What follows belongs to an exercise in optimizing a design on an open flow for small area, a short achievable clock period and few clock cycles per item; a production flow would make more cautious choices. At most, simulation tests tie the RTL to the original design; equivalence was not proved. Function not checked in runs 1 to 3: the RTL went through the layout flow alone. Power is estimated from default activity; no workload was simulated.

[flow/config.mk]
export PLATFORM = sky130hd
export DESIGN_NAME = fds_decoder
export DESIGN_NICKNAME = fds_decoder
export VERILOG_FILES = /design/flow/design.v
export SDC_FILE = /design/flow/constraint.sdc
export NUM_CORES = 4
export LEC_CHECK = 0
export CAP_MARGIN = 20
export CORE_MARGIN = 2
export CORE_UTILIZATION = 40
export CTS_BUF_LIST = sky130_fd_sc_hd__clkbuf_4 sky130_fd_sc_hd__clkbuf_8
export CTS_CLUSTER_DIAMETER = 60
export CTS_CLUSTER_SIZE = 30
export SLEW_MARGIN = 20
[flow/constraint.sdc]
create_clock -name core_clock -period 10.0 [get_ports {clk}]
set_input_delay 2.0000 -clock core_clock [delete_from_list [all_inputs] [get_ports {clk}]]
set_output_delay 2.0000 -clock core_clock [all_outputs]
set_load 0.01 [all_outputs]
[flow/design.v]
module fds_decoder (
    input  wire        clk,
    input  wire        rst,           
    input  wire [7:0]  cfg_q_t0,      
    input  wire [7:0]  cfg_q_t1,      
    input  wire [7:0]  cfg_q_t2,      
    input  wire [7:0]  cfg_q_t3,      
    input  wire [15:0] cfg_min_gap,   
    input  wire        in_valid,
    output wire        in_ready,
    input  wire [7:0]  in_data,
    output reg         out_valid,
    input  wire        out_ready,
    output reg  [1:0]  out_kind,
    output wire [31:0] out_data,
    output wire [31:0] out_pos
);
    localparam [1:0] K_DATA     = 2'd0;
    localparam [1:0] K_BLOCK_OK = 2'd1;
    localparam [1:0] K_BAD_CRC  = 2'd2;
    localparam [1:0] K_MISMATCH = 2'd3;
    localparam [1:0] P_TYPE = 2'd0, P_DATA = 2'd1, P_CRCLO = 2'd2, P_CRCHI = 2'd3;
    localparam [15:0] CRC_START = 16'h8080;
    function [15:0] crc_bit;
        input [15:0] reg_in;
        input        b;
        reg   [16:0] r;
        begin
            r = {b, reg_in};
            if (r[0]) r = r ^ 17'h10810;
            crc_bit = r[16:1];
        end
    endfunction
    function lt8;
        input [7:0] a;
        input [7:0] b;
        integer i;
        reg r;
        begin
            r = 1'b0;
            for (i = 0; i < 8; i = i + 1)
                r = (!a[i] && b[i]) || (!(a[i] ^ b[i]) && r);
            lt8 = r;
        end
    endfunction
    wire lt0 = lt8(in_data, cfg_q_t0);
    wire lt1 = lt8(in_data, cfg_q_t1);
    wire lt2 = lt8(in_data, cfg_q_t2);
    wire lt3 = lt8(in_data, cfg_q_t3);
    wire [1:0] sym_in = {lt0 || (!lt1 && !lt2), lt0 || (!lt1 && (lt2 || !lt3))};
    reg       q_v0;           
    reg       q_nf;           
    reg [1:0] q_s0, q_s1;     
    assign in_ready = q_nf;
    reg  end_p;               
    wire push = in_valid && q_nf;
    wire can  = !end_p && (!out_valid || out_ready);
    wire pop  = q_v0 && can;
    wire [1:0] s = q_s0;
    always @(posedge clk) begin
        if (!q_v0 || (pop && q_nf)) q_s0 <= sym_in;
        else if (pop)               q_s0 <= q_s1;
        if (q_nf)                   q_s1 <= sym_in;
        if (rst) begin
            q_v0 <= 1'b0;
            q_nf <= 1'b1;
        end else begin
            q_v0 <= push || !q_nf || (q_v0 && !pop);
            q_nf <= !((!q_nf && !pop) || (q_v0 && push && !pop));
        end
    end
    reg        in_block;
    reg        prev;          
    reg [1:0]  phase;         
    reg [2:0]  bitcnt;        
    reg [15:0] cnt;           
    reg [15:0] sr;            
    reg [15:0] crc;
    reg [1:0]  stage;         
    reg [15:0] size;
    reg [31:0] pos;           
    reg [31:0] e_pos;         
    reg r_end;                
    reg r_b0;                 
    reg r_b1;                 
    reg r_mis;
    wire mismatch = r_mis;
    wire two  = prev && (s[0] ^ s[1]);
    wire b0   = prev ? (s == 2'd0) : (s == 2'd1);
    wire b1   = s[1] && !s[0];
    wire npr  = two ? b1 : b0;
    wire cnt_z = (cnt == 16'd0);
    wire cnt_1 = (cnt == 16'd1);
    wire last_bit = (phase == P_CRCHI) && (bitcnt == 3'd7);
    wire take2 = two && !last_bit;
    wire done0 = (bitcnt == 3'd7);
    wire done1 = take2 && (bitcnt == 3'd6);
    wire bdone = done0 || done1;
    wire g0 = !phase[1];
    wire g1 = done0 ? ((phase == P_TYPE && !cnt_z) || (phase == P_DATA && !cnt_1)) : !phase[1];
    wire [15:0] crc1 = crc_bit(crc, b0 & g0);
    wire [15:0] crc2 = crc_bit(crc1, b1 & g1);
    wire [15:0] crc_n = take2 ? crc2 : crc1;
    wire [15:0] sr_n = take2 ? {b1, b0, sr[15:2]} : {b0, sr[15:1]};
    wire [7:0]  byte_n = done1 ? {b1, b0, sr[15:10]} : {b0, sr[15:9]};
    wire [7:0]  exp_type = {5'd0, stage == 2'd3, stage[0] ^ stage[1], !stage[0]};
    wire        mis1 = ({b1, b0, sr[15:10]} != exp_type);
    wire        mis0 = ({b0, sr[15:9]} != exp_type);
    wire        mis_n = done1 ? mis1 : mis0;
    reg [15:0] blk_cnt;
    always @* begin
        case (stage)
            2'd0: blk_cnt = 16'd55;
            2'd1: blk_cnt = 16'd1;
            2'd2: blk_cnt = 16'd15;
            default: blk_cnt = size;
        endcase
    end
    wire [15:0] cnt_dec = cnt - 16'd1;
    always @(posedge clk) begin
        if (pop) begin
            if (!in_block) begin
                prev   <= 1'b1;
                phase  <= P_TYPE;
                bitcnt <= 3'd0;
                crc    <= CRC_START;
                if (s == 2'd1 && cnt_z) begin
                    in_block <= 1'b1;
                    e_pos    <= pos;
                    cnt      <= blk_cnt;
                end else if (s == 2'd0) begin
                    if (!cnt_z) cnt <= cnt_dec;
                end else begin
                    cnt <= cfg_min_gap;
                end
            end else begin
                prev   <= npr;
                sr     <= sr_n;
                crc    <= crc_n;
                bitcnt <= bitcnt + {1'b0, take2, !take2};
                if (bdone) begin
                    case (phase)
                        P_TYPE: phase <= cnt_z ? P_CRCLO : P_DATA;
                        P_DATA: begin
                            cnt <= cnt_dec;
                            if (cnt_1) phase <= P_CRCLO;
                            if (!mismatch && stage == 2'd2 && cnt[15:2] == 14'd0 && cnt[1])
                                size <= {byte_n, size[15:8]};
                        end
                        P_CRCLO: phase <= P_CRCHI;
                        default: begin
                            in_block <= 1'b0;
                            cnt      <= cfg_min_gap;
                            if (!mismatch)
                                stage <= (stage == 2'd3) ? 2'd2 : stage + 2'd1;
                        end
                    endcase
                end
            end
        end
        if (rst) begin
            in_block <= 1'b0;
            cnt      <= cfg_min_gap;
            stage    <= 2'd0;
        end
    end
    always @(posedge clk) begin
        if (rst)
            pos <= 32'd0;
        else if (pop)
            pos <= pos + 32'd1;
    end
    wire rec_n = pop && in_block && bdone &&
                 (phase == P_TYPE || (phase == P_DATA && !mismatch) ||
                  (phase == P_CRCHI && !mismatch));
    wire end_n = rec_n && (phase == P_CRCHI);
    always @(posedge clk) begin
        if (rst) begin
            out_valid <= 1'b0;
            end_p     <= 1'b0;
        end else begin
            end_p <= end_n;
            if ((rec_n && !end_n) || end_p)
                out_valid <= 1'b1;
            else if (out_ready)
                out_valid <= 1'b0;
        end
        if (rec_n) begin
            r_end <= end_n;
            r_b0  <= !end_n && !(take2 && done0);
            r_b1  <= !end_n && (take2 && done0);
            r_mis <= (phase == P_TYPE) && mis_n;
            out_kind <= (phase == P_TYPE && mis_n) ? K_MISMATCH : K_DATA;
        end
        if (end_p)
            out_kind <= (sr == crc) ? K_BLOCK_OK : K_BAD_CRC;
    end
    assign out_data[7:0]   = ({8{r_end}} & crc[7:0]) | ({8{r_b0}} & sr[15:8]) | ({8{r_b1}} & sr[14:7]);
    assign out_data[15:8]  = ({8{r_end}} & crc[15:8]) | ({8{r_mis}} & exp_type);
    assign out_data[31:16] = {16{r_end}} & sr;
    assign out_pos = e_pos;
endmodule
[flow/flow/run.sh]
#!/bin/bash
set -euo pipefail
bash standard.sh \
  "BUFFER_PORTS_ARGS=-buffer_cell sky130_fd_sc_hd__buf_1" \
  "SETUP_SLACK_MARGIN=${FLOW_SETUP_MARGIN:-7.0}" \
  finish > standard_finish.log 2>&1
[flow/standard.sh]
#!/bin/bash
# synth_recipe.tcl (not shown) runs the flow's synth.tcl, then flattens the netlist and writes it again
# the make line also repeats each setting of config.mk as NAME=value (left out here)
make -C /OpenROAD-flow-scripts/flow DESIGN_CONFIG=/design/flow/config.mk WORK_HOME=/design/flow/orfs CLKGATE_MAP_FILE= SYNTH_SCRIPT=/design/flow/synth_recipe.tcl "${@:-finish}"
==> out/qor.yml, run 1 <==
synth:
  ys_warn_count: 1
  synth-main-ff-cell: "edfxtp_1"
  synth_cell_types: 75
  syn_nets: 958
  synthesis.area_mm2: 0.00861
  seq_area_frac_synth_pct: 48.1
  netlist_instances: 853
  ys_seq_elements: 151
  synth_area_per_cell_um2: 10.1
  synth_edf_count: 112
  async_flop_share_pct: 0
floorplanning:
  die_w_um: 151
  std_cell_rows: 53
  coreArea_mm2: 0.0211
  die_h_um: 151
  initial_core_util_pct: 40.8
  die-area_mm2: 0.0227
  ios: 128
timing:
  relSlewSlack_pct: 26.5
  rsz0062_at_grt: "true"
  fin_crit_sh_pct: 36.8
  period_needed_ps: 3680
  worst-slew-pin-transition_ps: 1100
  fmax_ghz: 0.272
  drv_slew: 0
  setup_viol: 0
  tns_ps: 0
  finClkSkew_ps: 21.0
  hold_viol_final: 0
power:
  p_per_area_mw_per_mm2: 128
  p_leak_nw: 4.12
  p_seq_share_pct: 50.4
  internal_power_uw: 973
  switching_share_pct: 30.9
  p_total_mw: 1.41
  switchingPower_uw: 436
  pwr-share-comb_pct: 17.0
  ir_worst_vdd_uv: 90.8
  pwr-share-clk_pct: 32.6
finish:
  n_fill_cell: 1940
  final_cell_mix: "edfxtp_1, nand2_1, nor2_1"
  final_nets: 1121
  syn_to_final_growth_pct: 27.3
  antenna_cells: 0
  drive_gt1_share_pct: 26.4
  finalInstanceArea_mm2: 0.0110
  final_common_cell: "edfxtp_1"
routing:
  wl_met1_um: 10300
  ant_nets: 0
  highest-signal-layer: "met4"
  wl_per_cell_um: 17.7
  wl_met2_um: 11300
  routed_wl_um: 23100
  dr.pass1.iters: 7
  dr_wl_met3_um: 1020
  drtIter0Drc: 534
  route.vias.total: 7009
  vias_per_cell: 5.38
  post-route-drc-count: 0
global_route:
  grt_max_degree: 56
  grt_pass1_wl_um: 35500
  antenna_found_initial: 0
  grt_use_total_pct: 20.1
  overflow: 0
  grt_pass1_vias: 6684
place:
  dpl_cell_area_mm2: 0.00953
  place_hpwl_um: 14500
  io_buffers: 127
  gp_congestion: 0.802
setup_path:
  cp-end-kind: "output pin"
  critPathBufInv: 3
  critPathMaxStageDelay_ps: 430
  required_ps: 8000
  arrival_ps: 1680
  worstSetupPathType: "register to output pin"
  crit_fanout: 6
  cp_top_family: "flip-flops"
  critPathSlowestCell: "edfxtp_1"
  crit_path_start_kind: "register"
  cp_cell_sequence: "buf_6 > a222oi_1 > inv_1 > clkbuf_2"
flow_run:
  maxCapViolCount: 0
cts:
  cts.path.max_buffers: 2
  clk_latency_ps: 460
  cts.sinks: 151
  htree_levels: 4
  cts_made_buffers: 17
  path_clk_slew_ps: 90
  cts.hold.buffers_added: 0
  root_buffer: "clkbuf_8"
  cts_tree: "done"
hold_path:
  min_path_type: "register to register"
outcome:
  status: "finished clean"
## repair_timing
action / CTS / global route
hold endpoints to repair: 0 / 0
buffers inserted: 43 / 9
gates resized for setup: 97 / 71
pin swaps: 23 / 21
gates cloned: 3 / 4
setup endpoints to repair: 167 / 137
## final timing paths
path / from / cells past startpoint / endpoint / slack (ps)
hold / removal: size[12]$_DFFE_PP_ / 0 / size[4]$_DFFE_PP_ / 480
setup / recovery: r_end$_DFFE_PP_ / 4 / out_data[3] / 6320
setup reg to reg: cnt[0]$_DFFE_PP_ / 6 / e_pos[0]$_DFFE_PP_ / 7190
hold reg to reg: size[12]$_DFFE_PP_ / 0 / size[4]$_DFFE_PP_ / 480
## state kept, by name, indices dropped and copies added, names as in the netlist
signal and cells:
bitcnt 3, cnt 16, crc 16, e_pos 32, end_p 1, in_block 1, out_kind 2, out_valid 1
phase 2, pos 32, prev 1, q_nf 1, q_s0 2, q_s1 2, q_v0 1, r_b0 1
r_b1 1, r_end 1, r_mis 1, size 16, sr 16, stage 2
## logic make-up (layout without fill, tap and decap cells)
| family | Yosys count | after routing | synth area share [%] |
|---|---|---|---|
| adders and majority gates | 45 | 45 | 6.63 |
| and+or+nand+nor | 316 | 318 | 19.6 |
| muxes | 13 | 13 | 1.63 |
| DFF | 151 | 151 | 48.1 |
| AOI/OAI and AO/OA | 163 | 163 | 12.8 |
| xor gates and xnor gates | 64 | 64 | 6.51 |
| buffers and inverters | 101 | 275 | 4.68 |
## metrics by stage
| stage | hold WS (ps) | setup WS (ps) | utilization, % | std cells |
|---|---|---|---|---|
| 2_1_floorplan | 426 | 6310 | - | 853 |
| 3_3_place_gp | 450 | 5720 | 45.2 | 1213 |
| 3_5_place_dp | 454 | 5660 | 45.2 | 1213 |
| 4_1_cts | 477 | 6250 | 50.6 | 1291 |
| 5_1_grt | 481 | 6230 | 52.0 | 1304 |
| 6_report | 476 | 6320 | 52.0 | 1304 |
## routing by layer
| metal | track usage, % | vias up |
|---|---|---|
| met4 | 6.45 | 0 |
| li1 | - | 3403 |
| met5 | 0 | - |
| met1 | 26.2 | 3346 |
| met2 | 33.7 | 219 |
| met3 | 3.82 | 41 |
## worst register-to-register path: cells and delay by family (launching register included)
kind,cells,cell delay [ps]
adder cells (fa/ha/maj),1,360
AND/OR/NAND/NOR,4,1490
flip-flops,1,510
buffers and inverters,1,100
## cells in the mapped netlist (25+ instances only)
| cell | instances | area, um2 |
|---|---|---|
| a21oi_1 | 43 | 215 |
| and2_1 | 25 | 156 |
| clkbuf_1 | 36 | 135 |
| dfxtp_1 | 39 | 781 |
| edfxtp_1 | 112 | 3360 |
| ha_1 | 44 | 551 |
| inv_1 | 51 | 191 |
| nand2_1 | 105 | 394 |
| nand3_1 | 26 | 130 |
| nor2_1 | 77 | 289 |
| o21ai_0 | 30 | 150 |
| xnor2_1 | 29 | 254 |
| xor2_1 | 35 | 307 |
## layout make-up
class                           instances  area [um2]  area share [%]
Multi-Input combinational cell        603        4500            41.1
Sequential cell                       151        4160            37.9
Timing Repair Buffer                  189        1350            12.3
Tap cell                              275         344            3.14
Clock buffer                           17         234            2.13
Inverter                               53         224            2.04
Clock inverter                         15         149            1.36
Timing Repair inverter                  1        8.76          0.0799
## power by group through the flow
stage	combinational, mW	clock [mW]	sequential (mW)
after floorplan	0.161	0	0.718
after global placement	0.210	0	0.724
after detailed placement	0.214	0	0.725
after CTS	0.231	0.469	0.709
after global routing	0.268	0.496	0.711
final	0.240	0.459	0.709
==> run 2: changes to the inputs <==
--- a/flow/design.v
+++ b/flow/design.v
@@ -76,3 +76,4 @@
     reg [15:0] cnt;           
-    reg [15:0] sr;            
+    reg [7:0]  sr;            
+    reg [7:0]  ob;            
     reg [15:0] crc;
@@ -83,4 +84,2 @@
     reg r_end;                
-    reg r_b0;                 
-    reg r_b1;                 
     reg r_mis;
@@ -103,7 +102,7 @@
     wire [15:0] crc_n = take2 ? crc2 : crc1;
-    wire [15:0] sr_n = take2 ? {b1, b0, sr[15:2]} : {b0, sr[15:1]};
-    wire [7:0]  byte_n = done1 ? {b1, b0, sr[15:10]} : {b0, sr[15:9]};
+    wire [7:0]  sr_n = take2 ? {b1, b0, sr[7:2]} : {b0, sr[7:1]};
+    wire [7:0]  byte_n = done1 ? {b1, b0, sr[7:2]} : {b0, sr[7:1]};
     wire [7:0]  exp_type = {5'd0, stage == 2'd3, stage[0] ^ stage[1], !stage[0]};
-    wire        mis1 = ({b1, b0, sr[15:10]} != exp_type);
-    wire        mis0 = ({b0, sr[15:9]} != exp_type);
+    wire        mis1 = ({b1, b0, sr[7:2]} != exp_type);
+    wire        mis0 = ({b0, sr[7:1]} != exp_type);
     wire        mis_n = done1 ? mis1 : mis0;
@@ -126,5 +125,5 @@
                 crc    <= CRC_START;
+                e_pos  <= pos;
                 if (s == 2'd1 && cnt_z) begin
                     in_block <= 1'b1;
-                    e_pos    <= pos;
                     cnt      <= blk_cnt;
@@ -141,2 +140,3 @@
                 if (bdone) begin
+                    if (phase != P_CRCHI) ob <= byte_n;
                     case (phase)
@@ -189,4 +189,2 @@
             r_end <= end_n;
-            r_b0  <= !end_n && !(take2 && done0);
-            r_b1  <= !end_n && (take2 && done0);
             r_mis <= (phase == P_TYPE) && mis_n;
@@ -195,7 +193,7 @@
         if (end_p)
-            out_kind <= (sr == crc) ? K_BLOCK_OK : K_BAD_CRC;
-    end
-    assign out_data[7:0]   = ({8{r_end}} & crc[7:0]) | ({8{r_b0}} & sr[15:8]) | ({8{r_b1}} & sr[14:7]);
+            out_kind <= ({sr, ob} == crc) ? K_BLOCK_OK : K_BAD_CRC;
+    end
+    assign out_data[7:0]   = r_end ? crc[7:0] : ob;
     assign out_data[15:8]  = ({8{r_end}} & crc[15:8]) | ({8{r_mis}} & exp_type);
-    assign out_data[31:16] = {16{r_end}} & sr;
+    assign out_data[31:16] = {16{r_end}} & {sr, ob};
     assign out_pos = e_pos;
==> flow/flow/run.sh (replaced) <==
#!/bin/bash
set -euo pipefail
bash standard.sh \
  "BUFFER_PORTS_ARGS=-buffer_cell sky130_fd_sc_hd__buf_1" \
  "SETUP_SLACK_MARGIN=${FLOW_SETUP_MARGIN:-6.5}" \
  finish > standard_finish.log 2>&1
==> run 2 against run 1 <==
Area after synthesis fell by 6.1%. Design area fell by 13%. Sequential share of layout area rose by 4.9 points. Via count fell by 11%. Critical path depth rose by 1. Utilization fell by 4.3 points. Sequential power barely moved. Maximum frequency rose by 0.92%.
==> out/qor.yml, run 2 <==
finish:
  instances_no_fill: 1186  # -9.0%
  seq_area_mm2: 0.00409  # -1.6%
  final_common_cell: "buf_1"
  n_fill_cell: 1919  # -1.1%
  final_nets: 1008  # -10%
  final_cell_mix: "buf_1, edfxtp_1, nand2_1"
  multi_input_area_mm2: 0.00391  # -13%
  finalInstanceArea_mm2: 0.00956  # -13%
  syn_to_final_growth_pct: 18.1
  drive_gt1_share_pct: 11.2  # -15 points
  antenna_cells: 0  # unchanged
  reg.largest.list: "e_pos: 32 flops, pos: 32 flops"
setup_path:
  ff2ff_path_depth: 8  # +2
  crit_path_start: "stage[0]$_SDFFE_PP0P_"
  crit_fanout: 4  # -2
  cp-end-kind: "output pin"
  timing.rr.end: "crc[15]$_SDFFCE_PN1P_"
  timing.rr.start: "cnt[0]$_DFFE_PP_"
  required_ps: 8000  # about the same
  arrival_ps: 1650  # -30 ps
  reg2reg_slack_ps: 7000  # -190 ps
  crit_path_start_kind: "register"
  worstSetupPathType: "register to output pin"
synth:
  synth_cell_types: 67  # -11%
  seq_area_frac_synth_pct: 50.5  # +2.4 points
  synth_commonest_cells: "edfxtp_1, nand2_1, nor2_1"
  ys_warn_count: 1  # unchanged
  netlist_instances: 769  # -9.8%
  async_flop_share_pct: 0  # unchanged
  synthesis.area_mm2: 0.00809  # -6.1%
  syn_nets: 874  # -8.8%
  synth_area_per_cell_um2: 10.5  # +4.2%
  synth_top_area_cell: "edfxtp_1"
  synth_edf_count: 110  # -1.8%
  yosysMostFrequentCell: "edfxtp_1"
  synthTopCellsByArea: "edfxtp_1, dfxtp_1, ha_1"
  synth-main-ff-cell: "edfxtp_1"
  ys_seq_elements: 149  # -1.3%
  synth.top_cell.area_share_pct: 40.8  # +1.8 points
floorplanning:
  die-area_mm2: 0.0214  # -5.9%
  die_h_um: 146  # -3.0%
  ios: 128  # unchanged
  std_cell_rows: 52  # -1.9%
  die_w_um: 146  # -3.0%
  coreArea_mm2: 0.0200  # -5.0%
  initial_core_util_pct: 40.4  # -0.47 points
timing:
  period_needed_ps: 3650  # -33.7 ps
  relSlewSlack_pct: 33.6  # +7.1 points
  fin_crit_sh_pct: 36.5  # -0.34 points
  rsz0062_at_grt: "true"
  drv_slew: 0  # unchanged
  whs_ps: 469  # -7.13 ps
  setup_ws_ps: 6350  # +33.7 ps
  fmax_ghz: 0.274  # +0.92%
  hold_viol_final: 0  # unchanged
  worst-slew-pin-transition_ps: 996  # -105 ps
  setup_viol: 0  # unchanged
  finClkSkew_ps: 20.8  # -0.197 ps
  tns_ps: 0  # unchanged
global_route:
  grt_pass1_wl_um: 30400  # -14%
  overflow: 0  # unchanged
  grt_pass1_vias: 5755  # -14%
  grt_use_total_pct: 18.1  # -2.0 points
  antenna_found_initial: 0  # unchanged
  grt_max_degree: 45  # -20%
routing:
  drtIter0Drc: 609  # +14%
  vias_per_cell: 5.23  # -2.7%
  ant_nets: 0  # unchanged
  wl_per_cell_um: 16.4  # -7.1%
  routed_wl_um: 19500  # -15%
  route.vias.total: 6203  # -11%
  dr.pass1.iters: 5  # -2
  post-route-drc-count: 0  # unchanged
place:
  io_buffers: 127  # unchanged
  dpl_cell_area_mm2: 0.00893  # -6.2%
  gp_congestion: 0.821  # +2.4%
  place_hpwl_um: 13700  # -5.6%
  place_inst: 1142  # -5.9%
  place_ws_ps: 5750  # +92.2 ps
cts:
  cts_made_buffers: 17  # unchanged
  htree_levels: 4  # unchanged
  clk_latency_ps: 460  # about the same
  path_clk_slew_ps: 90  # about the same
  root_buffer: "clkbuf_8"
  cts_tree: "done"
  cts.hold.buffers_added: 0  # unchanged
  cts.path.max_buffers: 2  # unchanged
  cts.sinks: 149  # -1.3%
power:
  p_leak_nw: 3.38  # -18%
  p_per_area_mw_per_mm2: 143  # +11%
  ir_worst_vdd_uv: 89.4  # -1.6%
hold_path:
  min_to: "e_pos[31]$_DFFE_PP_"
  worstHoldStart: "pos[31]$_SDFFE_PP0P_"
  min_path_type: "register to register"
  holdPathStages: 0  # unchanged
outcome:
  status: "finished clean"
flow_run:
  maxCapViolCount: 0  # unchanged
run 2: power breakdown:
part           leakage (nW)  switching (mW)  internal, mW
logic                  1.82           0.118        0.0682
registers              1.35          0.0201         0.688
clock network         0.206           0.277         0.192
total                  3.38           0.415         0.948
run 2: worst max-delay path: stages (launching register included):
cell and delay (ps):
dfxtp_4 370, buf_6 110, clkinvlp_4 100, ha_4 260
a22o_1 210, buf_2 140
run 2: metal layers:
layer,track usage (%),vias to the layer above,part of all wire (%)
met5,0,-,0
met2,28.8,174,47
li1,-,3069,-
met3,3.50,20,5.0
met4,5.29,0,1.4
met1,25.2,2940,46
run 2: kinds of logic (layout without fill, tap and decap cells):
family / count (synthesis) / count (layout) / share of synthesized area (%)
buf+inv: 64 / 211 / 3.02
compound gates: 142 / 142 / 11.6
fa+ha+maj: 45 / 45 / 7.05
xor+xnor: 61 / 61 / 6.60
simple gates: 284 / 284 / 18.0
mux: 24 / 24 / 3.22
flops: 149 / 149 / 50.5
run 2: worst max-delay path by stage:
stage / slack (ps) / to / cells past startpoint
after floorplan: 6300 / size[0]$_DFFE_PP_ / 6
after global placement: 5800 / size[12]$_DFFE_PP_ / 7
after detailed placement: 5750 / size[12]$_DFFE_PP_ / 7
after CTS: 6300 / out_data[9] / 5
after global routing: 6290 / out_data[9] / 5
final: 6350 / out_data[9] / 5
run 2: stage by stage:
stage,utilization (%),power (mW)
global route,47.7,1.43
CTS,47.3,1.38
detailed placement,44.6,0.908
floorplan,-,0.852
global placement,44.6,0.905
finish,47.7,1.36
run 2: what timing repair did:
| item | in CTS | in global routing |
|---|---|---|
| gates cloned | 1 | 1 |
| pin swaps | 3 | 7 |
| resized for setup | 12 | 11 |
| endpoints found under the setup margin | 62 | 26 |
| buffers inserted | 7 | 3 |
run 2: final cells by class:
type | count | share of cell area [%]
sequential | 149 | 42.8
multi-input combinational | 556 | 40.9
timing repair buffer | 142 | 6.86
tap | 270 | 3.54
clock buffer | 17 | 2.45
clock inverter | 15 | 1.89
inverter | 36 | 1.53
timing repair inverter | 1 | 0.0524
==> run 3: changes to the inputs <==
==> flow/flow/run.sh (replaced) <==
#!/bin/bash
set -euo pipefail
bash standard.sh \
  "BUFFER_PORTS_ARGS=-buffer_cell sky130_fd_sc_hd__buf_1" \
  "SETUP_SLACK_MARGIN=${FLOW_SETUP_MARGIN:-7.0}" \
  finish > standard_finish.log 2>&1
==> run 3 against run 2 <==
Area after synthesis is the same. Die area is the same. Clock-buffer cell count is the same. Non-clock buffer count grew 17. Design area grew 4.2%. Clock power grew 8.3%. Utilization grew 2.0 points. Sequential share of layout area shrank 1.6 points. Critical endpoint is now out_data[0]. Still clean on timing, DRC and antenna. First-iteration DRC count shrank 28%. Sequential power is essentially flat. Synthesized cell count is the same. Combinational power grew 11%. Largest cell class is now multi-input combinational cells.
==> out/qor.yml, run 3 <==
finish:
  final_cell_mix: "edfxtp_1, nand2_1, buf_1"
  final_nets: 1025  # +1.7%
  instances_no_fill: 1203  # +1.4%
  final_common_cell: "edfxtp_1"
  drive_gt1_share_pct: 20.5  # +9.2 points
  antenna_cells: 0  # unchanged
  syn_to_final_growth_pct: 23.1
  reg.largest.list: "e_pos: 32 flops, pos: 32 flops"
cts:
  cts_tree: "done"
  cts.hold.buffers_added: 0  # unchanged
  htree_levels: 4  # unchanged
  cts_made_buffers: 17  # unchanged
  clk_latency_ps: 470  # about the same
  path_clk_slew_ps: 90  # about the same
  cts.path.max_buffers: 2  # unchanged
  cts.sinks: 149  # unchanged
  root_buffer: "clkbuf_8"
synth:
  synth_cell_types: 67  # unchanged
  synthAdderAreaFrac_pct: 7.05  # unchanged
  synth_mux_area_share_pct: 3.22  # unchanged
  synth_commonest_cells: "edfxtp_1, nand2_1, nor2_1"
  synthesis.area_mm2: 0.00809  # unchanged
  synth-main-ff-cell: "edfxtp_1"
  syn_nets: 874  # unchanged
  yosysMostFrequentCell: "edfxtp_1"
  synth_top_area_cell: "edfxtp_1"
  synth-simple-area-share_pct: 18.0  # unchanged
  synth_compound_area_share_pct: 11.6  # unchanged
  synth_xor_area_share_pct: 6.60  # unchanged
  synthTopCellsByArea: "edfxtp_1, dfxtp_1, ha_1"
  synth_area_per_cell_um2: 10.5  # unchanged
  synth.top_cell.area_share_pct: 40.8  # unchanged
  seq_area_frac_synth_pct: 50.5  # unchanged
  async_flop_share_pct: 0  # unchanged
  ys_warn_count: 1  # unchanged
  synth_top_family_by_area: "simple AND/OR/NAND/NOR gates"
  synth_edf_count: 110  # unchanged
  ys_seq_elements: 149  # unchanged
  netlist_instances: 769  # unchanged
timing:
  finClkSkew_ps: 14.4  # -6.42 ps
  fin_crit_sh_pct: 35.5  # -1.0 points
  tns_ps: 0  # unchanged
  whs_ps: 462  # -7.03 ps
  period_needed_ps: 3550  # -101 ps
  fmax_ghz: 0.282  # +2.9%
  hold_viol_final: 0  # unchanged
  relSlewSlack_pct: 59.6  # +26 points
  worst-slew-pin-transition_ps: 604  # -393 ps
  setup_ws_ps: 6450  # +101 ps
  rsz0062_at_grt: "true"
  setup_viol: 0  # unchanged
  drv_slew: 0  # unchanged
power:
  pwr-share-comb_pct: 14.5  # +0.8 points
  p_per_area_mw_per_mm2: 143  # about the same
  p_seq_share_pct: 49.8  # -2.2 points
  switching_share_pct: 29.3  # -1.1 points
  pwr-share-clk_pct: 35.7  # +1.3 points
  ir_worst_vdd_uv: 85.8  # -4.0%
  internal_power_mw: 1.00  # +5.9%
  p_leak_nw: 3.60  # +6.8%
  switchingPower_uw: 417  # +0.43%
hold_path:
  min_path_type: "register to register"
global_route:
  grt_pass1_vias: 6008  # +4.4%
  grt_max_degree: 45  # unchanged
  grt_pass1_wl_um: 31200  # +2.8%
  overflow: 0  # unchanged
  grt_use_total_pct: 18.6  # +0.49 points
  antenna_found_initial: 0  # unchanged
setup_path:
  required_ps: 8000  # about the same
  crit_fanout: 13  # +9
  worstSetupPathType: "register to output pin"
  cp-end-kind: "output pin"
  crit_path_start_kind: "register"
  arrival_ps: 1550  # -100 ps
routing:
  routed_wl_um: 19800  # +1.5%
  dr.pass1.iters: 5  # unchanged
  ant_nets: 0  # unchanged
  vias_per_cell: 5.20  # -0.55%
  route.vias.total: 6257  # +0.87%
  post-route-drc-count: 0  # unchanged
  drtIter0Drc: 436  # -28%
  wl_per_cell_um: 16.4  # about the same
floorplanning:
  coreArea_mm2: 0.0200  # unchanged
  die_w_um: 146  # unchanged
  die-area_mm2: 0.0214  # unchanged
  std_cell_rows: 52  # unchanged
  die_h_um: 146  # unchanged
  ios: 128  # unchanged
  initial_core_util_pct: 40.4  # unchanged
flow_run:
  maxCapViolCount: 0  # unchanged
place:
  gp_congestion: 0.822  # about the same
  place_inst: 1144  # +0.18%
  io_buffers: 127  # unchanged
  place_ws_ps: 5730  # -15.3 ps
  place_hpwl_um: 13800  # +0.83%
outcome:
  status: "finished clean"
## run 3: cell count changes in the layout (fill, tap and decap cells not counted), sizes merged
cell,delta
clkbuf,+37
inv,+2
buf,-20
bufinv,+2
clkinvlp,-1
clkinv,-3
## run 3: final cells by class
| type | count | area [um2] |
|---|---|---|
| fill | 1926 | 10100 |
| sequential | 149 | 4100 |
| timing repair inverter | 1 | 7.51 |
| timing repair buffer | 159 | 822 |
| inverter | 36 | 155 |
| clock buffer | 17 | 234 |
| tap | 270 | 338 |
| clock inverter | 15 | 203 |
| multi-input combinational | 556 | 4100 |
## run 3: power by group through the flow
stage	registers [mW]	clock network [mW]	logic [mW]
2_1_floorplan	0.720	0	0.137
3_3_place_gp	0.722	0	0.187
3_5_place_dp	0.723	0	0.191
4_1_cts	0.708	0.519	0.202
5_1_grt	0.711	0.542	0.232
6_report	0.708	0.508	0.206
## run 3: worst max-delay path: stages (launching register included)
cell and delay (ps):
edfxtp_1 410, buf_12 170, mux2_2 360, buf_1 140
## run 3: kinds of logic after synthesis
| logic type | Yosys count |
|---|---|
| buf+inv | 64 |
| fa+ha+maj | 45 |
| mux | 24 |
| flops | 149 |
| simple gates | 284 |
| xor+xnor | 61 |
| compound gates | 142 |
## run 3: routing by layer
layer / routed length [um] / GRT usage, %
met1: 9250 / 25.3
met2: 9330 / 29.6
met3: 832 / 3.88
met4: 359 / 6.50
met5: 0 / 0
## run 3: final timing paths
check | from | end | slack, ps | cells after the start
worst max-delay path | r_end$_DFFE_PP_ | out_data[0] | 6450 | 3
worst max register to register | phase[0]$_SDFFCE_PN0P_ | bitcnt[2]$_SDFFCE_PN0P_ | 7200 | 9
worst min-delay path | size[12]$_DFFE_PP_ | size[4]$_DFFE_PP_ | 460 | 0
worst min register to register | size[12]$_DFFE_PP_ | size[4]$_DFFE_PP_ | 460 | 0
## run 3: timing repair
action                     4_1_cts  5_1_grt
resized for setup               40       55
pin swaps                       14        9
setup endpoints to repair      139      119
setup buffers                   20        5
cloned                           1        1
## run 3: stage by stage
stage          instance area, um2  power, mW  util, %
2_1_floorplan                8310      0.857        -
3_3_place_gp                 9030      0.909     45.0
3_5_place_dp                 9030      0.914     45.0
4_1_cts                      9780       1.43     48.8
6_report                     9960       1.42     49.7
5_1_grt                      9960       1.49     49.7
==> run 4: changes to the inputs <==
--- a/flow/design.v
+++ b/flow/design.v
@@ -79,3 +79,3 @@
     reg [15:0] crc;
-    reg [1:0]  stage;         
+    reg [2:0]  exp_type;      
     reg [15:0] size;
@@ -104,5 +104,4 @@
     wire [7:0]  byte_n = done1 ? {b1, b0, sr[7:2]} : {b0, sr[7:1]};
-    wire [7:0]  exp_type = {5'd0, stage == 2'd3, stage[0] ^ stage[1], !stage[0]};
-    wire        mis1 = ({b1, b0, sr[7:2]} != exp_type);
-    wire        mis0 = ({b0, sr[7:1]} != exp_type);
+    wire        mis1 = ({b1, b0, sr[7:2]} != {5'd0, exp_type});
+    wire        mis0 = ({b0, sr[7:1]} != {5'd0, exp_type});
     wire        mis_n = done1 ? mis1 : mis0;
@@ -110,6 +109,6 @@
     always @* begin
-        case (stage)
-            2'd0: blk_cnt = 16'd55;
-            2'd1: blk_cnt = 16'd1;
-            2'd2: blk_cnt = 16'd15;
+        case (exp_type[1:0])
+            2'd1: blk_cnt = 16'd55;
+            2'd2: blk_cnt = 16'd1;
+            2'd3: blk_cnt = 16'd15;
             default: blk_cnt = size;
@@ -146,3 +145,3 @@
                             if (cnt_1) phase <= P_CRCLO;
-                            if (!mismatch && stage == 2'd2 && cnt[15:2] == 14'd0 && cnt[1])
+                            if (!mismatch && exp_type[1:0] == 2'd3 && cnt[15:2] == 14'd0 && cnt[1])
                                 size <= {byte_n, size[15:8]};
@@ -154,3 +153,3 @@
                             if (!mismatch)
-                                stage <= (stage == 2'd3) ? 2'd2 : stage + 2'd1;
+                                exp_type <= exp_type[2] ? 3'd3 : exp_type + 3'd1;
                         end
@@ -163,3 +162,3 @@
             cnt      <= cfg_min_gap;
-            stage    <= 2'd0;
+            exp_type <= 3'd1;
         end
@@ -196,3 +195,3 @@
     assign out_data[7:0]   = r_end ? crc[7:0] : ob;
-    assign out_data[15:8]  = ({8{r_end}} & crc[15:8]) | ({8{r_mis}} & exp_type);
+    assign out_data[15:8]  = ({8{r_end}} & crc[15:8]) | ({8{r_mis}} & {5'd0, exp_type});
     assign out_data[31:16] = {16{r_end}} & {sr, ob};
==> flow/flow/run.sh (replaced) <==
#!/bin/bash
set -euo pipefail
bash standard.sh \
  "BUFFER_PORTS_ARGS=-buffer_cell sky130_fd_sc_hd__buf_1" \
  "SETUP_SLACK_MARGIN=${FLOW_SETUP_MARGIN:-6.5}" \
  finish > standard_finish.log 2>&1
--- a/flow/config.mk
+++ b/flow/config.mk
@@ -9,3 +9,3 @@
 export CORE_MARGIN = 2
-export CORE_UTILIZATION = 40
+export CORE_UTILIZATION = 60
 export CTS_BUF_LIST = sky130_fd_sc_hd__clkbuf_4 sky130_fd_sc_hd__clkbuf_8
==> run 4 against run 3 <==
Power fell by 5.6%. Design area fell by 7.3%. Utilization rose by 20 points. Sequential power barely moved. Synthesized cell count rose by 1.8%. Combinational power fell by 5%. Flip-flop and latch count rose by 1. Sequential share of layout area rose by 3.3 points. Routed wire length fell by 1.9%. Largest power group unchanged. Worst setup slack improved by 49 ps. Highest routed layer unchanged. Global-route usage rose by 9.3 points.
==> out/qor.yml, run 4 <==
power:
  p_total_mw: 1.34  # -5.6%
  p_leak_nw: 3.32  # -7.8%
  p_per_area_mw_per_mm2: 145  # +1.7%
  switchingPower_uw: 397  # -4.8%
  p_seq_share_pct: 52.8  # +3.0 points
  internal_power_uw: 944  # -6.0%
  switching_share_pct: 29.6  # +0.27 points
  pwr-share-comb_pct: 14.6  # about the same
  ir_worst_vdd_uv: 98.3  # +15%
  pwr-share-clk_pct: 32.6  # -3.1 points
routing:
  dr.pass1.iters: 6  # +1
  route.vias.total: 6461  # +3.3%
  post-route-drc-count: 0  # unchanged
  wl_per_cell_um: 17.7  # +7.4%
  ant_nets: 0  # unchanged
  drtIter0Drc: 585  # +34%
  routed_wl_um: 19400  # -1.9%
  vias_per_cell: 5.88  # +13%
setup_path:
  crit_path_start: "r_end$_DFFE_PP_"
  crit_fanout: 13  # unchanged
  cp-end-kind: "output pin"
  critPathBufInv: 2  # unchanged
  cp_cell_sequence: "buf_12 > mux2_2 > buf_1"
  required_ps: 8000  # about the same
  arrival_ps: 1500  # -50 ps
  cp_top_family: "flip-flops"
  critPathMaxStageDelay_ps: 400  # about the same
  timing.rr.start: "phase[0]$_SDFFCE_PN0P_"
  worstSetupPathType: "register to output pin"
  crit_path_start_kind: "register"
  critPathSlowestCell: "edfxtp_1"
timing:
  tns_ps: 0  # unchanged
  period_needed_ps: 3500  # -49.3 ps
  rsz0062_at_grt: "true"
  worst-slew-pin-transition_ps: 987  # +383 ps
  fmax_ghz: 0.286  # +1.4%
  drv_slew: 0  # unchanged
  setup_ws_ps: 6500  # +49.3 ps
  finClkSkew_ps: 16.8  # +2.41 ps
  relSlewSlack_pct: 34.2  # -25 points
  fin_crit_sh_pct: 35.0  # -0.49 points
  setup_viol: 0  # unchanged
  hold_viol_final: 0  # unchanged
  whs_ps: 467  # +4.70 ps
finish:
  syn_to_final_growth_pct: 14.5
  reg.largest.list: "e_pos: 32 flops, pos: 32 flops"
  instances_no_fill: 1098  # -8.7%
  seq_area_mm2: 0.00410  # +0.18%
  final_nets: 1013  # -1.2%
  final_common_cell: "buf_1"
  final_cell_mix: "buf_1, edfxtp_1, nor2_1"
  multi_input_area_mm2: 0.00382  # -6.9%
  drive_gt1_share_pct: 9.33  # -11 points
  n_fill_cell: 1063  # -45%
  antenna_cells: 0  # unchanged
cts:
  path_clk_slew_ps: 90  # about the same
  clk_latency_ps: 470  # about the same
  cts.hold.buffers_added: 0  # unchanged
  cts_tree: "done"
  cts.path.max_buffers: 2  # unchanged
  cts_made_buffers: 17  # unchanged
  cts.sinks: 150  # +0.67%
  root_buffer: "clkbuf_8"
  htree_levels: 4  # unchanged
synth:
  synth_cell_types: 61  # -9.0%
  netlist_instances: 783  # +1.8%
  synth_area_per_cell_um2: 10.3  # -2.1%
  async_flop_share_pct: 0  # unchanged
  synthesis.area_mm2: 0.00807  # -0.28%
  synth-main-ff-cell: "edfxtp_1"
  synthTopCellsByArea: "edfxtp_1, dfxtp_1, ha_1"
  ys_seq_elements: 150  # +0.67%
  synth_commonest_cells: "edfxtp_1, nor2_1, nand2_1"
  synth.top_cell.area_share_pct: 40.9  # +0.11 points
  synth_edf_count: 110  # unchanged
  ys_warn_count: 1  # unchanged
  seq_area_frac_synth_pct: 50.9  # +0.39 points
  syn_nets: 887  # +1.5%
  synth_top_area_cell: "edfxtp_1"
  yosysMostFrequentCell: "edfxtp_1"
place:
  place_hpwl_um: 13700  # -1.2%
  gp_congestion: 0.894  # +8.9%
  place_ws_ps: 5660  # -72.7 ps
  io_buffers: 127  # unchanged
  place_inst: 1058  # -7.5%
floorplanning:
  die-area_mm2: 0.0144  # -33%
  std_cell_rows: 42  # -19%
  initial_core_util_pct: 61.2  # +21 points
  ios: 128  # unchanged
  coreArea_mm2: 0.0132  # -34%
  die_w_um: 120  # -18%
  die_h_um: 120  # -18%
global_route:
  grt_util_met1_pct: 36.4  # +11 points
  grt_use_total_pct: 27.9  # +9.3 points
  use_met2_pct: 45.5  # +16 points
  grt_max_degree: 50  # +11%
  grt_util_met3_pct: 6.70  # +2.8 points
  antenna_found_initial: 0  # unchanged
  busiest_layer: "met2"
  overflow: 0  # unchanged
  grt_pass1_wl_um: 31500  # +0.86%
  grt_pass1_vias: 6424  # +6.9%
outcome:
  status: "finished clean"
flow_run:
  maxCapViolCount: 0  # unchanged
hold_path:
  min_path_type: "register to register"
  worstHoldStart: "size[14]$_DFFE_PP_"
==> run 4: worst register-to-register path, cell delays in order (launching register included) <==
cell and delay (ps):
edfxtp_1 510, ha_1 320, a41oi_1 230, buf_4 290, clkinv_1 680, ha_1 480, inv_1 70, fa_1 420
nor2_1 110
==> run 4: final timing paths <==
| check | end | slack, ps | cells past startpoint |
|---|---|---|---|
| hold reg to reg | size[6]$_DFFE_PP_ | 470 | 0 |
| hold / removal | size[6]$_DFFE_PP_ | 470 | 0 |
| setup / recovery | out_data[7] | 6500 | 3 |
| setup reg to reg | bitcnt[1]$_SDFFCE_PN0P_ | 6740 | 8 |
==> run 4: cell families after synthesis <==
group,Yosys count,share of synthesized area [%]
xor gates and xnor gates,65,7.06
DFF,150,50.9
buffers and inverters,67,3.18
muxes,21,2.84
and+or+nand+nor,293,17.5
adders and majority gates,44,6.92
AOI/OAI and AO/OA,143,11.6
==> run 4: final cells by class <==
cell class	count	area share (%)
multi-input combinational	566	41.3
inverter	37	1.63
tap	176	2.38
sequential	150	44.4
timing repair buffer	137	6.34
clock buffer	18	2.62
clock inverter	14	1.25
==> run 4: power by group through the flow <==
stage / Sequential, mW / Clock (mW) / Combinational (mW)
3_5_place_dp: 0.722 / 0 / 0.190
3_3_place_gp: 0.722 / 0 / 0.182
4_1_cts: 0.708 / 0.440 / 0.193
2_1_floorplan: 0.719 / 0 / 0.137
5_1_grt: 0.711 / 0.463 / 0.220
6_report: 0.708 / 0.437 / 0.196
==> run 4: metrics by stage <==
stage	area, um2	utilization, %
floorplan	8160	-
global placement	8760	66.4
detailed placement	8760	66.4
CTS	9160	69.5
global route	9230	70.0
finish	9230	70.0
==> run 4: repair_timing <==
item / 4_1_cts / 5_1_grt
resized for setup: 1 / 9
pin swaps: 2 / 3
endpoints found under the setup margin: 45 / 53
setup buffers: 4 / 4
hold endpoints to repair: 0 / 0
==> run 4: per-layer routing <==
metal	routed length, um	vias up
met5	0	-
met2	9440	244
li1	-	3081
met4	408	0
met3	1250	41
met1	8300	3095
Testbench counts of run 4, summed over its fixed seeds: cycles 728,934, items 728,725.
==> run 5: changes to the inputs <==
==> flow/flow/run.sh (replaced) <==
#!/bin/bash
set -euo pipefail
bash standard.sh \
  "BUFFER_PORTS_ARGS=-buffer_cell sky130_fd_sc_hd__buf_1" \
  "SETUP_SLACK_MARGIN=${FLOW_SETUP_MARGIN:-6.7}" \
  finish > standard_finish.log 2>&1
==> run 5 against run 4 <==
First-iteration DRC count up 1.9%. Clock power up 9.2%. Clock skew down 5.7 ps. Design area up 1.8%. Maximum frequency about the same. Die area unchanged. Via count down 0.76%. Global-route usage down 1.1 points. Synthesized cell count unchanged.
==> out/qor.yml, run 5 <==
flow_run:
  maxCapViolCount: 0  # unchanged
finish:
  syn_to_final_growth_pct: 16.6
  finalInstanceArea_mm2: 0.00940  # +1.8%
  utilization_pct: 71.3  # +1.3 points
  multi_input_area_mm2: 0.00392  # +2.7%
  seq_area_mm2: 0.00410  # unchanged
  antenna_cells: 0  # unchanged
  final_cell_mix: "buf_1, edfxtp_1, nor2_1"
  final_common_cell: "buf_1"
  final_nets: 1012  # -0.099%
  drive_gt1_share_pct: 10.2  # +0.88 points
  reg.largest.list: "e_pos: 32 flops, pos: 32 flops"
  n_fill_cell: 1028  # -3.3%
cts:
  cts.sinks: 150  # unchanged
  htree_levels: 4  # unchanged
  clk_latency_ps: 450  # -20 ps
  path_clk_slew_ps: 90  # about the same
  cts_made_buffers: 17  # unchanged
  cts_tree: "done"
  cts.path.max_buffers: 2  # unchanged
  root_buffer: "clkbuf_8"
  cts.hold.buffers_added: 0  # unchanged
setup_path:
  worstSetupPathType: "register to output pin"
  arrival_ps: 1500  # about the same
  cp-end-kind: "output pin"
  crit_path_start_kind: "register"
  required_ps: 8000  # about the same
  crit_fanout: 14  # +1
routing:
  drtIter0Drc: 596  # +1.9%
  highest-signal-layer: "met4"
  route.vias.total: 6412  # -0.76%
  wl_per_cell_um: 17.3  # -2.0%
  dr.pass1.iters: 6  # unchanged
  post-route-drc-count: 0  # unchanged
  routed_wl_um: 19000  # -2.1%
  wl_met1_um: 8270  # -0.39%
  dr_wl_met3_um: 1100  # -12%
  wl_met2_um: 9330  # -1.1%
  ant_nets: 0  # unchanged
  vias_per_cell: 5.85  # -0.67%
timing:
  fmax_ghz: 0.286  # about the same
  rsz0062_at_grt: "true"
  setup_viol: 0  # unchanged
  period_needed_ps: 3500  # +3.32 ps
  drv_slew: 0  # unchanged
  finClkSkew_ps: 11.1  # -5.65 ps
  tns_ps: 0  # unchanged
  relSlewSlack_pct: 34.8  # +0.53 points
  worst-slew-pin-transition_ps: 979  # -7.99 ps
  fin_crit_sh_pct: 35.0  # about the same
  whs_ps: 427  # -39.7 ps
  hold_viol_final: 0  # unchanged
place:
  dpl_cell_area_mm2: 0.00880  # +0.46%
  gp_congestion: 0.923  # +3.2%
  io_buffers: 127  # unchanged
  place_hpwl_um: 13600  # -0.16%
power:
  p_leak_nw: 3.37  # +1.4%
  ir_worst_vdd_uv: 131  # +33%
  p_per_area_mw_per_mm2: 148  # +1.6%
synth:
  ys_warn_count: 1  # unchanged
  syn_nets: 887  # unchanged
  synth.top_cell.area_share_pct: 40.9  # unchanged
  synth_commonest_cells: "edfxtp_1, nor2_1, nand2_1"
  seq_area_frac_synth_pct: 50.9  # unchanged
  netlist_instances: 783  # unchanged
  synth_area_per_cell_um2: 10.3  # unchanged
  yosysMostFrequentCell: "edfxtp_1"
  synth_edf_count: 110  # unchanged
  ys_seq_elements: 150  # unchanged
  synth_cell_types: 61  # unchanged
  synthesis.area_mm2: 0.00807  # unchanged
  synth_top_area_cell: "edfxtp_1"
  async_flop_share_pct: 0  # unchanged
  synth-main-ff-cell: "edfxtp_1"
  synthTopCellsByArea: "edfxtp_1, dfxtp_1, ha_1"
floorplanning:
  die_w_um: 120  # unchanged
  std_cell_rows: 42  # unchanged
  die-area_mm2: 0.0144  # unchanged
  initial_core_util_pct: 61.2  # unchanged
  coreArea_mm2: 0.0132  # unchanged
  ios: 128  # unchanged
  die_h_um: 120  # unchanged
hold_path:
  min_path_type: "register to register"
global_route:
  grt_max_degree: 50  # unchanged
  overflow: 0  # unchanged
  grt_use_total_pct: 26.8  # -1.1 points
  grt_pass1_wl_um: 30200  # -4.0%
  grt_pass1_vias: 6098  # -5.1%
  antenna_found_initial: 0  # unchanged
outcome:
  status: "finished clean"
## run 5: cell counts after synthesis
No cell type changed its count.
## run 5: final timing paths
check | start | end | slack, ps | cells past startpoint
hold reg to reg | pos[26]$_SDFFE_PP0P_ | e_pos[26]$_DFFE_PP_ | 430 | 0
setup reg to reg | phase[0]$_SDFFCE_PN0P_ | bitcnt[1]$_SDFFCE_PN0P_ | 7080 | 8
hold / removal | pos[26]$_SDFFE_PP0P_ | e_pos[26]$_DFFE_PP_ | 430 | 0
setup / recovery | r_end$_DFFE_PP_ | out_data[24] | 6500 | 4
## run 5: worst max-delay path: stages (launching register included)
cell,delay (ps)
edfxtp_1,440
buf_12,180
buf_4,140
and2_1,160
buf_1,130
## run 5: kinds of logic after synthesis
family          share of synthesized area [%]
fa+ha+maj                                6.92
xor+xnor                                 7.06
compound gates                           11.6
simple gates                             17.5
mux                                      2.84
buf+inv                                  3.18
flops                                    50.9
## run 5: metal layers
| metal | vias up | track usage, % |
|---|---|---|
| met5 | - | 0 |
| met4 | 0 | 9.71 |
| met3 | 29 | 4.56 |
| met2 | 260 | 43.4 |
| met1 | 3041 | 36.5 |
| li1 | 3082 | - |
## run 5: power by group
| part | total [mW] | switching, mW | internal (mW) |
|---|---|---|---|
| registers | 0.708 | 0.0174 | 0.691 |
| logic | 0.202 | 0.127 | 0.0755 |
| clock network | 0.477 | 0.238 | 0.239 |
| total | 1.39 | 0.382 | 1.01 |
## run 5: layout make-up
cell class / instances / area share [%]
Sequential cell: 150 / 43.6
Multi-Input combinational cell: 566 / 41.7
Timing Repair Buffer: 136 / 6.32
Clock buffer: 20 / 2.79
Tap cell: 176 / 2.34
Inverter: 37 / 1.69
Clock inverter: 12 / 1.52
## run 5: what timing repair did
action	4_1_cts	5_1_grt
setup endpoints to repair	66	46
pin swaps	5	8
setup buffers	5	2
resized for setup	6	16
## run 5: per-stage QoR
stage | worst slack, ps | instances | power, mW
after floorplan | 6310 | 783 | 0.858
after global placement | 5780 | 1058 | 0.906
after detailed placement | 5720 | 1058 | 0.914
after CTS | 6500 | 1095 | 1.39
after global routing | 6450 | 1097 | 1.45
final | 6500 | 1097 | 1.39
==> run 6: changes to the inputs <==
==> flow/flow/run.sh (replaced) <==
#!/bin/bash
set -euo pipefail
bash standard.sh \
  "BUFFER_PORTS_ARGS=-buffer_cell sky130_fd_sc_hd__buf_1" \
  "SETUP_SLACK_MARGIN=${FLOW_SETUP_MARGIN:-6.9}" \
  finish > standard_finish.log 2>&1
==> run 6 against run 5 <==
Critical path depth did not move. Critical path type unchanged. Critical endpoint is now out_data[8]. Worst hold slack better by 24 ps. Clock-buffer cell count shrank 3. Register-to-register slack gained 30 ps. Clock power rose by 3%. Maximum frequency fell by 1.8%. Area after synthesis unchanged. Synthesized cell count stayed put. Clock skew is essentially flat. Sequential share of layout area is 1.2 points lower. First-iteration DRC count grew 37%. Via count increased by 3.4%.
==> out/qor.yml, run 6 <==
timing:
  worst-slew-pin-transition_ps: 980  # +0.922 ps
  period_needed_ps: 3560  # +65.3 ps
  rsz0062_at_grt: "true"
  fmax_ghz: 0.281  # -1.8%
  drv_slew: 0  # unchanged
  relSlewSlack_pct: 34.7  # -0.061 points
  setup_ws_ps: 6440  # -65.3 ps
  finClkSkew_ps: 11.1  # -0.0178 ps
  hold_viol_final: 0  # unchanged
  fin_crit_sh_pct: 35.6  # +0.65 points
  tns_ps: 0  # unchanged
  setup_viol: 0  # unchanged
synth:
  synth.top_cell.area_share_pct: 40.9  # unchanged
  async_flop_share_pct: 0  # unchanged
  netlist_instances: 783  # unchanged
  ys_seq_elements: 150  # unchanged
  synth_cell_types: 61  # unchanged
  synth_commonest_cells: "edfxtp_1, nor2_1, nand2_1"
  synthesis.area_mm2: 0.00807  # unchanged
  yosysMostFrequentCell: "edfxtp_1"
  synth-main-ff-cell: "edfxtp_1"
  synth_edf_count: 110  # unchanged
  synth_top_area_cell: "edfxtp_1"
  syn_nets: 887  # unchanged
  synth_area_per_cell_um2: 10.3  # unchanged
  synthTopCellsByArea: "edfxtp_1, dfxtp_1, ha_1"
  seq_area_frac_synth_pct: 50.9  # unchanged
  ys_warn_count: 1  # unchanged
setup_path:
  cp-end-kind: "output pin"
  required_ps: 8000  # about the same
  crit_fanout: 13  # -1
  worstSetupPathType: "register to output pin"
  arrival_ps: 1560  # +60 ps
  crit_path_start_kind: "register"
cts:
  cts_made_buffers: 17  # unchanged
  cts_tree: "done"
  clk_latency_ps: 470  # +20 ps
  cts.sinks: 150  # unchanged
  htree_levels: 4  # unchanged
  root_buffer: "clkbuf_8"
  cts.path.max_buffers: 2  # unchanged
  path_clk_slew_ps: 90  # about the same
place:
  dpl_cell_area_mm2: 0.00885  # +0.58%
  gp_congestion: 0.920  # -0.33%
  place_ws_ps: 5680  # -39.8 ps
  io_buffers: 127  # unchanged
  place_hpwl_um: 13400  # -1.4%
outcome:
  status: "finished clean"
routing:
  ant_nets: 0  # unchanged
  wl_per_cell_um: 17.9  # +3.3%
  route.vias.total: 6630  # +3.4%
  post-route-drc-count: 0  # unchanged
  routed_wl_um: 19900  # +4.8%
  dr.pass1.iters: 6  # unchanged
  drtIter0Drc: 818  # +37%
  vias_per_cell: 5.96  # +1.9%
finish:
  final_cell_mix: "edfxtp_1, buf_1, nor2_1"
  drive_gt1_share_pct: 15.3  # +5.1 points
  utilization_pct: 73.3  # +2.0 points
  finalInstanceArea_mm2: 0.00967  # +2.9%
  reg.largest.list: "e_pos: 32 flops, pos: 32 flops"
  syn_to_final_growth_pct: 19.9
  n_fill_cell: 969  # -5.7%
  final_nets: 1028  # +1.6%
  antenna_cells: 0  # unchanged
power:
  p_leak_nw: 3.52  # +4.4%
  p_per_area_mw_per_mm2: 146  # -1.2%
  ir_worst_vdd_uv: 102  # -22%
floorplanning:
  std_cell_rows: 42  # unchanged
  die-area_mm2: 0.0144  # unchanged
  ios: 128  # unchanged
  die_h_um: 120  # unchanged
  die_w_um: 120  # unchanged
  initial_core_util_pct: 61.2  # unchanged
  coreArea_mm2: 0.0132  # unchanged
hold_path:
  min_path_type: "register to register"
global_route:
  overflow: 0  # unchanged
  grt_pass1_wl_um: 31600  # +4.5%
  grt_max_degree: 50  # unchanged
  antenna_found_initial: 0  # unchanged
  grt_use_total_pct: 28.1  # +1.3 points
  grt_pass1_vias: 6212  # +1.9%
flow_run:
  maxCapViolCount: 0  # unchanged
-- run 6: cell counts after synthesis --
No cell type changed its count.
-- run 6: report_power, final --
group | switching (mW) | leakage [nW] | internal, mW
sequential | 0.0172 | 1.37 | 0.691
combinational | 0.133 | 1.93 | 0.0802
clock | 0.257 | 0.214 | 0.232
-- run 6: cell families (layout without fill, tap and decap cells) --
group	after synthesis	count (layout)	share of synthesized area, %
adder cells (fa/ha/maj)	44	44	6.92
XOR/XNOR	65	65	7.06
AND/OR/NAND/NOR	293	294	17.5
AO/OA/AOI/OAI	143	143	11.6
multiplexers	21	21	2.84
buffers and inverters	67	220	3.18
flip-flops	150	150	50.9
-- run 6: final timing paths --
check	from	end	slack, ps	depth (start not counted)
hold reg to reg	pos[26]$_SDFFE_PP0P_	e_pos[26]$_DFFE_PP_	450	0
setup / recovery	r_end$_DFFE_PP_	out_data[8]	6440	4
setup reg to reg	cnt[10]$_DFFE_PP_	cnt[13]$_DFFE_PP_	7110	5
hold / removal	pos[26]$_SDFFE_PP0P_	e_pos[26]$_DFFE_PP_	450	0
-- run 6: final cells by class --
| class | count | area [um2] | share of cell area, % |
|---|---|---|---|
| Clock buffer | 17 | 234 | 2.42 |
| Clock inverter | 15 | 188 | 1.94 |
| Inverter | 37 | 156 | 1.62 |
| Multi-Input combinational cell | 567 | 4030 | 41.6 |
| Sequential cell | 150 | 4110 | 42.4 |
| Tap cell | 176 | 220 | 2.28 |
| Timing Repair Buffer | 150 | 733 | 7.58 |
| Timing Repair inverter | 1 | 8.76 | 0.0905 |
-- run 6: per-stage QoR --
stage               hold slack [ps]  instances  power [mW]
finish                          450       1113        1.41
global route                    458       1113        1.47
CTS                             450       1105        1.41
detailed placement              428       1058       0.914
global placement                427       1058       0.905
floorplan                       408        783       0.859
-- run 6: repair_timing --
action | CTS | global route
pin swaps | 18 | 3
setup buffers | 13 | 8
hold buffers | 0 | 0
resized for setup | 32 | 21
cloned | 2 | 0
endpoints found under the setup margin | 96 | 63
endpoints found under the hold margin | 0 | 0
-- run 6: critical path, stage by stage, from the launching register on --
cell	delay, ps
edfxtp_1	440
buf_12	180
buf_4	140
a22o_1	220
buf_1	130
-- run 6: metal layers --
layer  track usage [%]  part of all wire [%]  vias up  routed length [um]
met4              9.71                   2.0        0                 407
li1                  -                     -     3117                   -
met1              38.4                    43     3159                8650
met2              45.2                    48      309                9530
met5                 0                     0        -                   0
met3              5.32                   6.6       45                1320
==> run 7: changes to the inputs <==
==> flow/flow/run.sh (replaced) <==
#!/bin/bash
set -euo pipefail
bash standard.sh \
  "BUFFER_PORTS_ARGS=-buffer_cell sky130_fd_sc_hd__buf_1" \
  "SETUP_SLACK_MARGIN=${FLOW_SETUP_MARGIN:-6.3}" \
  finish > standard_finish.log 2>&1
==> run 7 against run 6 <==
Still clean. Sequential power hardly changed. Die area stayed put. Non-clock buffer count is 14 lower.
==> out/qor.yml, run 7 <==
global_route:
  antenna_found_initial: 0  # unchanged
  grt_max_degree: 50  # unchanged
  overflow: 0  # unchanged
  grt_pass1_vias: 6311  # +1.6%
  grt_use_total_pct: 27.6  # -0.55 points
  grt_pass1_wl_um: 31100  # -1.7%
routing:
  wl_per_cell_um: 17.4  # -2.8%
  vias_per_cell: 5.85  # -1.8%
  dr.pass1.iters: 5  # -1
  route.vias.total: 6414  # -3.3%
  drtIter0Drc: 434  # -47%
  routed_wl_um: 19100  # -4.2%
  ant_nets: 0  # unchanged
  post-route-drc-count: 0  # unchanged
synth:
  synthesis.area_mm2: 0.00807  # unchanged
  synth_mux_area_share_pct: 2.84  # unchanged
  ys_seq_elements: 150  # unchanged
  synth_top_area_cell: "edfxtp_1"
  synth_commonest_cells: "edfxtp_1, nor2_1, nand2_1"
  ys_warn_count: 1  # unchanged
  synth_top_family_by_area: "simple AND/OR/NAND/NOR gates"
  netlist_instances: 783  # unchanged
  synth_edf_count: 110  # unchanged
  synth_cell_types: 61  # unchanged
  yosysMostFrequentCell: "edfxtp_1"
  seq_area_frac_synth_pct: 50.9  # unchanged
  synth_compound_area_share_pct: 11.6  # unchanged
  synthAdderAreaFrac_pct: 6.92  # unchanged
  syn_nets: 887  # unchanged
  async_flop_share_pct: 0  # unchanged
  synth-simple-area-share_pct: 17.5  # unchanged
  synth_xor_area_share_pct: 7.06  # unchanged
  synthTopCellsByArea: "edfxtp_1, dfxtp_1, ha_1"
  synth_area_per_cell_um2: 10.3  # unchanged
  synth.top_cell.area_share_pct: 40.9  # unchanged
  synth-main-ff-cell: "edfxtp_1"
outcome:
  status: "finished clean"
timing:
  hold_viol_final: 0  # unchanged
  setup_viol: 0  # unchanged
  fin_crit_sh_pct: 35.8  # +0.15 points
  worst-slew-pin-transition_ps: 1010  # +28.8 ps
  drv_slew: 0  # unchanged
  relSlewSlack_pct: 32.8  # -1.9 points
  tns_ps: 0  # unchanged
  setup_ws_ps: 6420  # -14.7 ps
  rsz0062_at_grt: "false"
  fmax_ghz: 0.279  # -0.41%
  period_needed_ps: 3580  # +14.7 ps
  finClkSkew_ps: 16.9  # +5.76 ps
flow_run:
  maxCapViolCount: 0  # unchanged
place:
  place_hpwl_um: 13600  # +0.79%
  place_ws_ps: 5710  # +32.9 ps
  gp_congestion: 0.893  # -2.9%
  io_buffers: 127  # unchanged
cts:
  cts_made_buffers: 17  # unchanged
  cts_tree: "done"
  cts.sinks: 150  # unchanged
  cts.hold.buffers_added: 0  # unchanged
  root_buffer: "clkbuf_8"
  path_clk_slew_ps: 90  # about the same
  cts.path.max_buffers: 2  # unchanged
  clk_latency_ps: 450  # -20 ps
  htree_levels: 4  # unchanged
setup_path:
  timing.rr.end: "bitcnt[1]$_SDFFCE_PN0P_"
  ff2ff_path_depth: 8  # +3
  crit_fanout: 29  # +16
  worstSetupPathType: "primary input to register"
  worstSetupEndpoint: "out_kind[0]$_DFFE_PP_"
  timing.rr.start: "phase[0]$_SDFFCE_PN0P_"
  reg2reg_slack_ps: 6740  # -370 ps
  crit_path_start_kind: "primary input"
  required_ps: 10170  # +2170 ps
  cp-end-kind: "register"
  arrival_ps: 3750  # +2190 ps
  crit_path_start: "out_ready"
power:
  ir_worst_vdd_uv: 145  # +43%
  p_per_area_mw_per_mm2: 145  # -0.30%
  p_leak_nw: 3.32  # -5.6%
floorplanning:
  initial_core_util_pct: 61.2  # unchanged
  die_w_um: 120  # unchanged
  die-area_mm2: 0.0144  # unchanged
  ios: 128  # unchanged
  std_cell_rows: 42  # unchanged
  die_h_um: 120  # unchanged
  coreArea_mm2: 0.0132  # unchanged
finish:
  antenna_cells: 0  # unchanged
  reg.largest.list: "e_pos: 32 flops, pos: 32 flops"
  final_nets: 1012  # -1.6%
  final_cell_mix: "buf_1, edfxtp_1, nor2_1"
  seq_area_mm2: 0.00410  # about the same
  multi_input_area_mm2: 0.00378  # -6.2%
  final_common_cell: "buf_1"
  n_fill_cell: 1019  # +5.2%
  drive_gt1_share_pct: 8.47  # -6.8 points
  syn_to_final_growth_pct: 13.8
hold_path:
  worstHoldStart: "pos[26]$_SDFFE_PP0P_"
  min_path_type: "register to register"
run 7: cell counts after synthesis:
Identical to the previous run, type by type.
run 7: routing by layer:
layer  GRT usage (%)  vias up  part of all wire (%)
met5               0        -                     0
met4            9.85        0                   2.1
met3            5.28       37                   5.6
met2            45.2      235                    48
met1            36.6     3066                    44
li1                -     3076                     -
run 7: how the worst min path moves through the flow:
stage / to / slack (ps) / depth (start not counted)
after floorplan: e_pos[26]$_DFFE_PP_ / 410 / 0
after global placement: e_pos[26]$_DFFE_PP_ / 430 / 0
after detailed placement: e_pos[26]$_DFFE_PP_ / 430 / 0
after CTS: e_pos[26]$_DFFE_PP_ / 460 / 0
after global routing: e_pos[31]$_DFFE_PP_ / 480 / 0
final: e_pos[26]$_DFFE_PP_ / 460 / 0
run 7: where the power goes:
group	leakage (nW)	switching [mW]	total, mW	internal, mW
clock network	0.193	0.253	0.434	0.182
registers	1.37	0.0180	0.709	0.691
logic	1.75	0.123	0.192	0.0694
total	3.32	0.394	1.34	0.942
run 7: logic make-up (layout without fill, tap and decap cells):
group                    Yosys count  in the layout
AND/OR/NAND/NOR                  293            293
flip-flops                       150            150
AO/OA/AOI/OAI                    143            143
buffers and inverters             67            205
XOR/XNOR                          65             65
adder cells (fa/ha/maj)           44             44
multiplexers                      21             21
run 7: layout make-up:
type,count,area share (%)
sequential,150,44.7
multi-input combinational,566,41.1
timing repair buffer,136,6.25
clock buffer,17,2.55
tap,176,2.40
inverter,37,1.61
clock inverter,15,1.38
run 7: what timing repair did:
item | CTS | global route
buffers inserted | 4 | 1
pin swaps | 1 | 0
setup endpoints to repair | 50 | 20
gates resized for setup | 1 | 6
run 7: critical path, stage by stage:
cell	delay, ps
buf_1	70
nor2b_1	70
nor2_1	170
nand2_1	260
inv_6	320
nand3_2	250
a211oi_4	410
or2_2	190
run 7: through the flow:
step / hold slack, ps / cell area (um2) / std cells / util, % / total power [mW]
2_1_floorplan: 408 / 8120 / 783 / - / 0.855
3_3_place_gp: 431 / 8730 / 1060 / 66.2 / 0.903
3_5_place_dp: 432 / 8730 / 1060 / 66.2 / 0.911
4_1_cts: 457 / 9150 / 1096 / 69.4 / 1.34
5_1_grt: 478 / 9180 / 1097 / 69.6 / 1.40
6_report: 462 / 9180 / 1097 / 69.6 / 1.34

[what the ideal ports hide]
How much do the figures lean on ideal ports? The routed layouts below were timed once more, with nothing changed but the port constraints. Step 1 sets driving cells, clkbuf_16 on the clock port and buf_2 on the other inputs (assumed; they add their load-dependent delay and slew). Step 2 times the ports against the registers' clock, not the clock port: input delays grow and output delays shrink by t, the midpoint of the rising clock arrivals with the driver on. Slacks: ideal / step 1 / step 2; pairs: ideal / step 1.
run | t, ns | slack for setup (ns) | latest minus earliest clock arrival (ns) | pins driven straight from the clock port
run 1 | 0.494 | 6.320 / 6.278 / 6.124 | 0.021 / 0.021 | 1
run 2 | 0.495 | 6.353 / 6.312 / 6.095 | 0.021 / 0.021 | 1
run 3 | 0.498 | 6.455 / 6.419 / 6.166 | 0.019 / 0.019 | 1
run 4 | 0.500 | 6.504 / 6.466 / 6.058 | 0.017 / 0.017 | 1
run 5 | 0.477 | 6.501 / 6.464 / 6.086 | 0.012 / 0.012 | 1
run 6 | 0.500 | 6.435 / 6.400 / 6.053 | 0.011 / 0.011 | 1
run 7 | 0.484 | 6.421 / 6.429 / 5.945 | 0.022 / 0.022 | 1
After both steps every run listed still meets setup and hold. For run 7, which loses most, drivers alone change the setup slack by +0.008 ns; drivers and shift together by -0.476 ns.
